Source: an optimization exercise on an open RTL-to-GDS flow (aim: small area, a short achievable clock period and few clock cycles). Production flows keep margins and buffers that such runs may drop.
Function was checked by simulation only, so behaviour that the tests miss may differ from the original.
No activity file was given, so power comes from the tool's default toggle rates.

rev 12:
## aptb_acf
module aptb_acf (
    input             clk,
    input             rst,           
    input             cmd_valid,
    output            cmd_ready,
    input      [31:0] cmd_word,      
    input      [31:0] cmd_data,      
    input      [31:0] cfg_fs,        
    input      [31:0] cfg_flo,       
    input      [31:0] cfg_fhi,       
    input      [15:0] cfg_tau,       
    output reg        rsp_valid,
    output reg [31:0] rsp_result,
    output reg [7:0]  rsp_err
);
    localparam OP_INIT     = 8'h01;
    localparam OP_PUSH     = 8'h10;
    localparam OP_SIZE     = 8'h11;
    localparam OP_MINP     = 8'h12;
    localparam OP_LAG      = 8'h13;
    localparam OP_MAX      = 8'h14;
    localparam OP_MIN      = 8'h15;
    localparam OP_CORR     = 8'h16;
    localparam OP_PE_FREQ  = 8'h20;
    localparam OP_PE_PRED  = 8'h21;
    localparam OP_PE_HALF  = 8'h22;
    localparam OP_PE_WSIZE = 8'h23;
    localparam E_OK        = 8'h00;
    localparam E_BADCMD    = 8'h01;
    localparam E_NOTCFG    = 8'h02;
    localparam E_LAG       = 8'h03;
    localparam E_CFG_FS    = 8'h10;
    localparam E_CFG_FLO   = 8'h11;
    localparam E_CFG_ORDER = 8'h12;
    localparam E_CFG_DEGEN = 8'h14;
    localparam E_CFG_FRANGE= 8'h15;
    localparam E_CFG_CAP   = 8'h16;
    wire [7:0] i_opc = cmd_word[7:0];
    wire       i_b   = cmd_word[8];
    reg  i_known;
    always @(*) begin
        case (i_opc)
            OP_INIT, OP_PUSH, OP_SIZE, OP_MINP, OP_LAG, OP_MAX, OP_MIN, OP_CORR,
            OP_PE_FREQ, OP_PE_PRED, OP_PE_HALF, OP_PE_WSIZE: i_known = 1'b1;
            default: i_known = 1'b0;
        endcase
    end
    wire i_bad = !i_known || (|cmd_word[31:9]) || (i_b && i_opc != OP_PUSH);
    localparam QW = 21;
    wire [QW-1:0] in_cmd = {(|cmd_data[31:7]), cmd_data[6:0], i_b, i_bad,
                            i_opc == OP_INIT, i_opc == OP_PUSH,
                            i_opc == OP_SIZE || i_opc == OP_PE_WSIZE,
  ...
Size in the first run: ~1,300 flip-flops.
Settings: LEC_CHECK=0, CAP_MARGIN=20, CORE_MARGIN=2, CORE_UTILIZATION=30, SLEW_MARGIN=20; clock period 15.0 ns.
standard.sh (not shown) runs the stock make flow with config.mk's settings and CLKGATE_MAP_FILE= SYNTH_SCRIPT=/design/flow/synth_recipe.tcl, a recipe that flattens the netlist after the stock synthesis.
==> flow/flow/run.sh <==
#!/bin/bash
# The standard layout, with the port buffers made from plain buf_4 cells
# instead of the delay buffer the resizer picks by default.
set -euo pipefail
export BUFFER_PORTS_ARGS="-buffer_cell sky130_fd_sc_hd__buf_4"
bash standard.sh finish > standard_flow.log 2>&1
Testbench counts of rev 12, summed over its fixed seeds: cycles 43,037.
Setup changes, rev 12 to rev 13
--- a/flow/design.v
+++ b/flow/design.v
@@ -96,19 +96,15 @@
     wire       o_lag  = q_d[6];
     wire       o_max  = q_d[5];
     wire       o_min  = q_d[4];
     wire       o_corr = q_d[3];
     wire       o_freq = q_d[2];
     wire       o_pred = q_d[1];
     wire       o_half = q_d[0];
-    reg [31:0] c_flo, c_fhi;
-    always @(posedge clk) begin
-        c_flo <= cfg_flo;
-        c_fhi <= cfg_fhi;
-    end
+    wire [31:0] c_flo, c_fhi;
     reg        cfgd;
     reg [8:0]  n;
     reg [7:0]  nm1;         
     reg [6:0]  nh1;         
     reg [6:0]  mp;
     reg [22:0] fs_s;
     reg [15:0] tau_s;
@@ -172,14 +168,16 @@
             always @(posedge clk) begin
                 m_hgt[gj] <= (vv_n[7:4] > gj);
                 m_heq[gj] <= (vv_n[7:4] == gj);
                 m_lgt[gj] <= (vv_n[3:0] > gj);
             end
         end
     endgenerate
+    assign c_flo = T[31:0];
+    assign c_fhi = T[63:32];
     wire [255:0] df;
     generate
         for (gj = 0; gj < 256; gj = gj + 1) begin : g_df
             assign df[gj] = (S[gj] ^ T[gj]) & (m_hgt[gj / 16] | (m_heq[gj / 16] & m_lgt[gj % 16]));
         end
     endgenerate
     wire [8:0] sb;
@@ -1390,25 +1388,25 @@
             cfgd    <= 1'b0;
             in_run  <= 1'b0;
             rd_run  <= 1'b0;
             sw_busy <= 1'b0;
         end else begin
             if (do_init_start) begin
                 in_run <= 1'b1;
-                in_cnt <= 4'd1;
+                in_cnt <= 4'd0;
                 cfgd   <= 1'b0;
                 fs_s   <= cfg_fs[22:0];
                 fs_big <= |cfg_fs[31:23];
                 tau_s  <= cfg_tau;
                 in_dov <= 1'b0;
                 in_k   <= 4'd8;
                 in_q   <= 8'd0;
             end else if (in_run) begin
                 in_cnt <= in_cnt + 4'd1;
-                begin
+                if (in_cnt != 4'd0) begin
                     in_q   <= {in_q[6:0], in_ge};
                     in_dov <= in_dov | in_d2[32];
                     if (in_le) in_k <= in_k - 4'd1;
                 end
                 if (done) in_run <= 1'b0;
             end
             if (do_init_ok) begin
@@ -1479,15 +1477,15 @@
             pr_v <= pa_v;
             pb_v <= pr_v;
             e_st <= e_st_n;
             if (e_st == E_IDLE) e_rd <= !do_fill;
             if (do_init_start) begin
                 dv_sh[32:0] <= {2'b0, cfg_fs[22:0], 8'd0};
             end else if (in_run) begin
-                dv_sh[32:0] <= in_ge ? in_sub[32:0] : in_r2[32:0];
+                if (in_cnt != 4'd0) dv_sh[32:0] <= in_ge ? in_sub[32:0] : in_r2[32:0];
             end else if (c_newlag || do_pred_start) begin
                 dv_busy <= 1'b1;
                 dv_pred <= do_pred_start;
                 dv_cnt  <= 5'd20;
                 dv_rem  <= 7'd0;
                 dv_sh   <= {1'b0, fs_s, 16'd0};
                 dv_dv   <= c_newlag ? pb_lag : lastlag;
@@ -1502,15 +1500,15 @@
             if (pe_fin)
                 dv_ok <= confident;
             else if (dv_busy && dv_pred && dv_cnt == 5'd1)
                 dv_ok <= 1'b1;
             if (do_init_start) begin
                 mr <= {1'b0, cfg_fs[22:0], 8'd0};
             end else if (in_run) begin
-                mr <= in_d2[31:0];
+                if (in_cnt != 4'd0) mr <= in_d2[31:0];
             end else if (c_newmax) begin
                 mu_busy <= 1'b1;
                 mu_cnt  <= 4'd8;
                 mr      <= {pb_d, 24'd0};
             end else if (mu_busy) begin
                 mr <= {mu_m[6:0], 1'b0, {mu_acc[22:0], 1'b0} + (mu_m[7] ? {8'd0, tau_s} : 24'd0)};
                 mu_cnt <= mu_cnt - 4'd1;
@@ -1562,9 +1560,10 @@
         e_run <= e_run_n;
         case (ts)
         2'd0: begin T <= S;                     off <= 7'd0;        end
         2'd1: begin T <= {1'b0, T[255:1]};      off <= off + 7'd1;  end
         2'd2: begin T <= {4'd0, T[255:4]};      off <= off + 7'd4;  end
         default: begin T <= {16'd0, T[255:16]}; off <= off + 7'd16; end
         endcase
+        if (in_run) T[63:0] <= {cfg_fhi, cfg_flo};
     end
 endmodule
==> summary.txt <==
- Relative to rev 12, sequential share of layout area decreased by 1.5 points in rev 13.
- Comparing rev 12 and rev 13, the lower overall die area is on rev 13.
- Post-CTS repair timing setup buffer count came out exactly the same in rev 12 and rev 13.
- Of rev 13 and rev 12, it is rev 13 that has the higher mean routed wirelength per cell.
- Between rev 13 and rev 12, it is rev 13 whose overall fraction of global-route tracks in use is higher, by 1.6 points.
- In rev 13 the number of buffer and inverter instances along the worst setup path turned out 1 lower than in rev 12.
Testbench counts of rev 13, summed over its fixed seeds: cycles 43,069.

---

== orange ==
Another version of the RTL of aptb_acf (not shown whole).
Size in the first run: about 5300 cells after synthesis, about 1200 flip-flops, roughly 220 I/O pins.
==> flow/config.mk <==
export PLATFORM = sky130hd
export DESIGN_NAME = aptb_acf
export DESIGN_NICKNAME = aptb_acf
export VERILOG_FILES = /design/flow/design.v
export SDC_FILE = /design/flow/constraint.sdc
export NUM_CORES = 4
export LEC_CHECK = 0
export CAP_MARGIN = 20
export CORE_MARGIN = 2
export CORE_UTILIZATION = 58
export SLEW_MARGIN = 20
==> flow/constraint.sdc <==
create_clock -name core_clock -period 15.0 [get_ports {clk}]
set_input_delay 3.0000 -clock core_clock [delete_from_list [all_inputs] [get_ports {clk}]]
set_output_delay 3.0000 -clock core_clock [all_outputs]
set_load 0.01 [all_outputs]
Scripts as last shown in full above: flow/flow/run.sh
Testbench counts of orange, summed over its fixed seeds: cycles 43,262.
> inputs changed (orange -> blue)
diff --git a/flow/design.v b/flow/design.v
--- a/flow/design.v
+++ b/flow/design.v
@@ -1482,15 +1482,15 @@
                 dv_sh[32:0] <= {2'b0, cfg_fs[22:0], 8'd0};
             end else if (in_run) begin
                 if (in_cnt != 4'd0) dv_sh[32:0] <= in_nr[32:0];
             end else if (newlag_q || do_pred_start) begin
                 dv_busy <= 1'b1;
                 dv_pred <= do_pred_start;
-                dv_cnt  <= 5'd20;
-                dv_rem  <= 7'd0;
-                dv_sh   <= {1'b0, fs_s, 16'd0};
+                dv_cnt  <= 5'd16;
+                dv_rem  <= fs_s[22:16];
+                dv_sh   <= {fs_s[15:0], 24'd0};
                 dv_dv   <= newlag_q ? est_lag : lastlag;
                 dv_l3   <= newlag_q ? {2'd0, est_lag} + {1'b0, est_lag, 1'b0}
                                     : {2'd0, lastlag} + {1'b0, lastlag, 1'b0};
             end else if (dv_busy) begin
                 dv_rem <= dv_rem_n;
                 dv_sh  <= {dv_sh[37:0], dv_qd};
--- outcome ---
Of orange and blue, the run reporting the higher length of routed wiring on met1 was orange. The more densely filled core belongs to orange, not blue. Compared with orange, blue shows a higher setup slack of the most critical reg-to-reg path. Comparing blue with orange, the portion of netlist area occupied by mux cells came out essentially unchanged. In blue relative to orange, cell internal power dissipation had gone down slightly. Delta (blue minus orange): power after layout dropped about 1.9%; minimum hold slack saw an increase; worst-case setup margin in the final layout picked up an extra 0.070 ns; met3 wire length now sits lower. [blue] number of violations reported at the end of detailed-routing iteration 0 fell 298 relative to orange.
Testbench counts of blue, summed over its fixed seeds: cycles 43,075.

---

== before ==
Another version of the RTL of aptb_acf (not shown whole).
Size in the first run: roughly 5200 cells after synthesis, about 1200 flip-flops, roughly 220 I/O pins.
==> flow/config.mk <==
export PLATFORM = sky130hd
export DESIGN_NAME = aptb_acf
export DESIGN_NICKNAME = aptb_acf
export VERILOG_FILES = /design/flow/design.v
export SDC_FILE = /design/flow/constraint.sdc
export NUM_CORES = 4
export LEC_CHECK = 0
export CAP_MARGIN = 20
export CORE_MARGIN = 2
export CORE_UTILIZATION = 58
export SLEW_MARGIN = 20
==> flow/constraint.sdc <==
create_clock -name core_clock -period 15.0 [get_ports {clk}]
set_input_delay 3.0000 -clock core_clock [delete_from_list [all_inputs] [get_ports {clk}]]
set_output_delay 3.0000 -clock core_clock [all_outputs]
set_load 0.01 [all_outputs]
Scripts as last shown in full above: flow/flow/run.sh
Testbench counts of before, summed over its fixed seeds: cycles 43,262.
Setup changes, before to after
diff --git a/flow/design.v b/flow/design.v
--- a/flow/design.v
+++ b/flow/design.v
@@ -1473,27 +1473,27 @@
             s_ld <= do_fill;
             pr_v <= pa_v;
             pb_v <= pr_v;
             e_st <= e_st_n;
             if (e_st == E_IDLE) e_rd <= !do_fill;
             if (do_init_start) begin
                 dv_sh[32:0] <= {2'b0, cfg_fs[22:0], 8'd0};
             end else if (in_run) begin
                 if (in_cnt != 4'd0) dv_sh[32:0] <= in_nr[32:0];
             end else if (newlag_q || do_pred_start) begin
                 dv_busy <= 1'b1;
                 dv_pred <= do_pred_start;
-                dv_cnt  <= 5'd20;
-                dv_rem  <= 7'd0;
-                dv_sh   <= {1'b0, fs_s, 16'd0};
+                dv_cnt  <= 5'd16;
+                dv_rem  <= fs_s[22:16];
+                dv_sh   <= {fs_s[15:0], 24'd0};
                 dv_dv   <= newlag_q ? est_lag : lastlag;
                 dv_l3   <= newlag_q ? {2'd0, est_lag} + {1'b0, est_lag, 1'b0}
                                     : {2'd0, lastlag} + {1'b0, lastlag, 1'b0};
             end else if (dv_busy) begin
                 dv_rem <= dv_rem_n;
                 dv_sh  <= {dv_sh[37:0], dv_qd};
                 dv_cnt <= dv_cnt - 5'd1;
                 if (dv_cnt == 5'd1) dv_busy <= 1'b0;
             end
             if (pe_fin)
                 dv_ok <= confident;
             else if (dv_busy && dv_pred && dv_cnt == 5'd1)
Results
Diff before -> after: post-CTS setup buffer count closely matched the old numbers; total routed wirelength increased by about 1.7% relative to the old numbers; clock tree buffer count of the final layout decreased by 1.1% relative to the old numbers; share of total power in combinational logic decreased by 0.3 points relative to the old numbers; fraction of area in registers closely matched the old numbers.
Clock-net power improves in after relative to before.
Area growth from synthesis to layout ended up 0.31 points lower on after than on before.
before vs after, category of the critical setup timing path: reg2out vs reg2reg
Testbench counts of after, summed over its fixed seeds: cycles 43,075.

---

## job 102
aptb_acf again, from the RTL that the note above started with.
## aptb_acf
module aptb_acf (
    input             clk,
    input             rst,           
    input             cmd_valid,
    output            cmd_ready,
    input      [31:0] cmd_word,      
    input      [31:0] cmd_data,      
    input      [31:0] cfg_fs,        
    input      [31:0] cfg_flo,       
    input      [31:0] cfg_fhi,       
    input      [15:0] cfg_tau,       
    output reg        rsp_valid,
    output reg [31:0] rsp_result,
    output reg [7:0]  rsp_err
);
Settings: LEC_CHECK=0, CAP_MARGIN=20, CORE_MARGIN=2, CORE_UTILIZATION=65, SLEW_MARGIN=20; clock period 15.0 ns.
Scripts as last shown in full above: flow/flow/run.sh
Testbench counts of job 102, summed over its fixed seeds: cycles 43,262.
Modified inputs, job 105 compared to job 102
--- a/flow/design.v
+++ b/flow/design.v
@@ -1474,25 +1474,25 @@
             pr_v <= pa_v;
             pb_v <= pr_v;
             e_st <= e_st_n;
             if (e_st == E_IDLE) e_rd <= !do_fill;
             if (do_init_start) begin
                 dv_sh[32:0] <= {2'b0, cfg_fs[22:0], 8'd0};
             end else if (in_run) begin
                 if (in_cnt != 4'd0) dv_sh[32:0] <= in_nr[32:0];
             end else if (newlag_q || do_pred_start) begin
                 dv_busy <= 1'b1;
                 dv_pred <= do_pred_start;
-                dv_cnt  <= 5'd20;
-                dv_rem  <= 7'd0;
-                dv_sh   <= {1'b0, fs_s, 16'd0};
+                dv_cnt  <= 5'd16;
+                dv_rem  <= fs_s[22:16];
+                dv_sh   <= {fs_s[15:0], 24'd0};
                 dv_dv   <= newlag_q ? est_lag : lastlag;
                 dv_l3   <= newlag_q ? {2'd0, est_lag} + {1'b0, est_lag, 1'b0}
                                     : {2'd0, lastlag} + {1'b0, lastlag, 1'b0};
             end else if (dv_busy) begin
                 dv_rem <= dv_rem_n;
                 dv_sh  <= {dv_sh[37:0], dv_qd};
                 dv_cnt <= dv_cnt - 5'd1;
                 if (dv_cnt == 5'd1) dv_busy <= 1'b0;
             end
             if (pe_fin)
                 dv_ok <= confident;
Notes after the runs:
The sequential share of layout area was comparable across job 102 and job 105.
Job 105 against job 102: length of routed wiring on met1 now sits lower, routed wire length now sits higher, overall power of the completed layout now sits lower.
Delta (job 105 minus job 102): clock buffer instance count of the final layout lost 21; setup slack of the critical path after layout lost 0.30 ns; layout-stage area growth over the synthesis result neither gained nor lost much.
Testbench counts of job 105, summed over its fixed seeds: cycles 43,075.

---

Setup of run a:
aptb_acf, a different RTL version from the one above (not shown whole).
For scale: ~5300 cells after synthesis, ~1300 flip-flops, ~220 I/O pins, roughly 64000 um2 of cells after synthesis.
Settings: LEC_CHECK=0, CAP_MARGIN=20, CORE_MARGIN=2, CORE_UTILIZATION=65, SLEW_MARGIN=20; clock period 15.0 ns.
Scripts as last shown in full above: flow/flow/run.sh
Run a: done, clean on timing, DRC and antenna
Testbench counts of run a, summed over its fixed seeds: cycles 43,262.
Relative to run a, the following input files were edited for run b:
diff --git a/flow/design.v b/flow/design.v
--- a/flow/design.v
+++ b/flow/design.v
@@ -114,24 +114,25 @@
     reg        cnt_last;    
     reg [6:0]  est_lag;
     reg [7:0]  est_max;
     reg [7:0]  est_min;
     reg        pe_v;        
     reg        pe_hc;
     reg [6:0]  lastlag;
     reg        llv;
     reg        dv_ok;
     reg        have_win;
     reg        sw_busy;     
     reg [255:0] F;           
+    reg         f_sh, f_b;   
     reg [255:0] S;           
     reg [255:0] T;           
     wire not_cfg   = !o_init && !cfgd;
     wire push_drop = cnt_zero && qb;
     wire push_fill = cnt_last;
     wire corr_bad  = dhi || (dlag < mp) || (dlag > nh1);
     reg        in_run;
     reg [3:0]  in_cnt;
     reg [39:0] dv_sh;
     reg [31:0] mr;
     wire [32:0] in_r = dv_sh[32:0];    
     reg [7:0]  in_q;         
@@ -174,29 +175,28 @@
         end
     endgenerate
     assign c_flo = T[31:0];
     assign c_fhi = T[63:32];
     wire [255:0] df;
     generate
         for (gj = 0; gj < 256; gj = gj + 1) begin : g_df
             assign df[gj] = (S[gj] ^ T[gj]) & (m_hgt[gj / 16] | (m_heq[gj / 16] & m_lgt[gj % 16]));
         end
     endgenerate
     wire [8:0] sb;
     reg        pa_v, pa_rd, pa_first, pa_last;
-    reg [6:0]  pa_lag;
     reg        pr_v, pr_rd, pr_first, pr_last;
-    reg [6:0]  pr_lag;
     reg        pb_v, pb_rd, pb_first, pb_last;
-    reg [6:0]  pb_lag;
+    reg [6:0]  c_lag;        
+    wire [6:0] pb_lag = pb_first ? mp : c_lag;
     reg [7:0]  pb_d;
     localparam NPQ = 37;   
     reg  [NPQ-1:0] pq;
     reg  [11:0] pr;
     wire ta_0,
          ta_1,
          ta_2,
          ta_3,
          ta_4,
          ta_5,
          ta_6,
          ta_7,
@@ -1230,33 +1230,31 @@
     assign tb_50 = pr[5] ^ pr[6] ^ pr[7];
     assign tb_51 = (pr[5] & pr[6]) | (pr[5] & pr[7]) | (pr[6] & pr[7]);
     assign tb_52 = tb_51 ^ pr[8] ^ pr[9];
     assign tb_53 = (tb_51 & pr[8]) | (tb_51 & pr[9]) | (pr[8] & pr[9]);
     assign tb_54 = tb_53 ^ pr[10] ^ pr[11];
     assign tb_55 = (tb_53 & pr[10]) | (tb_53 & pr[11]) | (pr[10] & pr[11]);
     assign sb = {1'b0, tb_55, tb_54, tb_52, tb_50, pr[4], pr[3], pr[2], pr[0]} + {1'b0, 1'b0, 1'b0, 1'b0, 1'b0, 1'b0, 1'b0, 1'b0, pr[1]};
     always @(posedge clk) begin
         pb_d <= sb[7:0];
         pa_rd <= e_rd;
         pa_first <= !e_run;
         pa_last <= e_last;
-        pa_lag <= off;
         pr_rd <= pa_rd;
         pr_first <= pa_first;
         pr_last <= pa_last;
-        pr_lag <= pa_lag;
         pb_rd <= pr_rd;
         pb_first <= pr_first;
         pb_last <= pr_last;
-        pb_lag <= pr_lag;
+        if (pb_v) c_lag <= pb_lag + 7'd1;
     end
     reg        dv_busy;
     reg [4:0]  dv_cnt;
     reg [6:0]  dv_rem;
     reg        mu_busy;
     reg [3:0]  mu_cnt;
     wire [7:0]  mu_m   = mr[31:24];
     wire [23:0] mu_acc = mr[23:0];
     reg  [6:0]  dv_dv;       
     reg         dv_pred;     
     reg  [8:0]  dv_l3;       
     wire [8:0]  dv_t  = {dv_rem, dv_sh[39:38]};
@@ -1380,26 +1378,28 @@
     end
     assign q_free = !q_v || done;
     always @(posedge clk) begin
         if (rst) begin
             rsp_valid <= 1'b0;
         end else begin
             rsp_valid <= done;
         end
         rsp_result <= r_res;
         rsp_err    <= r_err;
     end
     always @(posedge clk) begin
-        if (do_shift) F <= {F[254:0], qb};
-        if (s_ld)     S <= F;
+        f_sh <= do_shift;
+        f_b  <= qb;
+        if (f_sh) F <= {F[254:0], f_b};
+        if (s_ld) S <= {F[254:0], f_b};
     end
     always @(posedge clk) begin
             if (do_init_start) begin
                 in_run <= 1'b1;
                 in_cnt <= 4'd0;
                 cfgd   <= 1'b0;
                 fs_s   <= cfg_fs[22:0];
                 fs_big <= |cfg_fs[31:23];
                 tau_s  <= cfg_tau;
                 in_dov <= 1'b0;
                 in_k   <= 4'd8;
                 in_q   <= 8'd0;
@@ -1476,27 +1476,27 @@
             s_ld <= do_fill;
             pr_v <= pa_v;
             pb_v <= pr_v;
             e_st <= e_st_n;
             if (e_st == E_IDLE) e_rd <= !do_fill;
             if (do_init_start) begin
                 dv_sh[32:0] <= {2'b0, cfg_fs[22:0], 8'd0};
             end else if (in_run) begin
                 if (in_cnt != 4'd0) dv_sh[32:0] <= in_nr[32:0];
             end else if (newlag_q || do_pred_start) begin
                 dv_busy <= 1'b1;
                 dv_pred <= do_pred_start;
-                dv_cnt  <= 5'd20;
-                dv_rem  <= 7'd0;
-                dv_sh   <= {1'b0, fs_s, 16'd0};
+                dv_cnt  <= 5'd16;
+                dv_rem  <= fs_s[22:16];
+                dv_sh   <= {fs_s[15:0], 24'd0};
                 dv_dv   <= newlag_q ? est_lag : lastlag;
                 dv_l3   <= newlag_q ? {2'd0, est_lag} + {1'b0, est_lag, 1'b0}
                                     : {2'd0, lastlag} + {1'b0, lastlag, 1'b0};
             end else if (dv_busy) begin
                 dv_rem <= dv_rem_n;
                 dv_sh  <= {dv_sh[37:0], dv_qd};
                 dv_cnt <= dv_cnt - 5'd1;
                 if (dv_cnt == 5'd1) dv_busy <= 1'b0;
             end
             if (pe_fin)
                 dv_ok <= confident;
             else if (dv_busy && dv_pred && dv_cnt == 5'd1)
Relative to run a, maximum number of pins on one net before global-route repair decreased by 40% in run b. Run b vs. run a: met2 track utilization from global routing increased 0.35 points, die boundary width essentially unchanged, wire length of the first global-routing pass essentially unchanged, global-route usage essentially unchanged, worst slack at placement decreased 320 ps. Run b did not make it past 5_2_route, where a tool error ended it. Met1 demand-to-capacity share in global routing: run b vs run a down 1.1 points. Flip-flop and latch count after synthesis for run b: 12 down relative to run a. Run b: number of global-route vias before repair about 1.1% above run a. Run b vs run a: total number of clock tree sinks down slightly. Taking run a as the reference, in run b number of buffers created by CTS saw a decrease; cell area after placement comparable; post-synthesis mux area share dropped 0.21 points. On synthesized area, run b and run a are basically level.
Testbench counts of run b, summed over its fixed seeds: cycles 43,075.

[static timing again, ports no longer ideal]
How much do the figures lean on ideal ports? The routed layouts below were timed once more, with nothing changed but the port constraints. Step 1 assumes that a clkbuf_16 drives the clock port and a buf_2 every other input. Step 2 adds t to the input delays and takes it off the output delays; t is the mean of the earliest and latest rising clock arrival at the registers after step 1. Input paths then give back, and output paths get back, about the clock's delay inside the block. Slacks: ideal ports / drivers / drivers and shift; pairs: ideal ports / drivers.
run | shift t [ns] | setup WS [ns] | hold slack, ns | clock arrival spread, ns | cell pins on the clock port's net
rev 12 | 0.862 | 10.298 / 10.298 / 9.801 | 0.317 / 0.317 / 0.317 | 0.082 / 0.082 | 1
rev 13 | 0.860 | 10.487 / 10.487 / 9.854 | 0.319 / 0.319 / 0.319 | 0.044 / 0.044 | 1
orange | 0.811 | 10.643 / 10.607 / 9.883 | 0.322 / 0.322 / 0.322 | 0.020 / 0.019 | 1
blue | 0.819 | 10.713 / 10.642 / 9.991 | 0.326 / 0.326 / 0.326 | 0.024 / 0.025 | 1
before | 0.827 | 10.730 / 10.652 / 10.284 | 0.327 / 0.327 / 0.327 | 0.035 / 0.035 | 1
after | 0.816 | 10.282 / 10.282 / 9.969 | 0.321 / 0.321 / 0.321 | 0.029 / 0.029 | 1
job 102 | 0.827 | 10.738 / 10.662 / 10.202 | 0.326 / 0.326 / 0.326 | 0.023 / 0.023 | 1
job 105 | 0.798 | 10.440 / 10.440 / 9.992 | 0.331 / 0.331 / 0.331 | 0.063 / 0.063 | 1
run a | 0.825 | 10.670 / 10.594 / 10.270 | 0.324 / 0.324 / 0.324 | 0.042 / 0.041 | 1
After both steps setup and hold are still met in every run listed. For orange, which loses most, drivers alone change the setup slack by -0.036 ns; drivers and shift together by -0.760 ns.
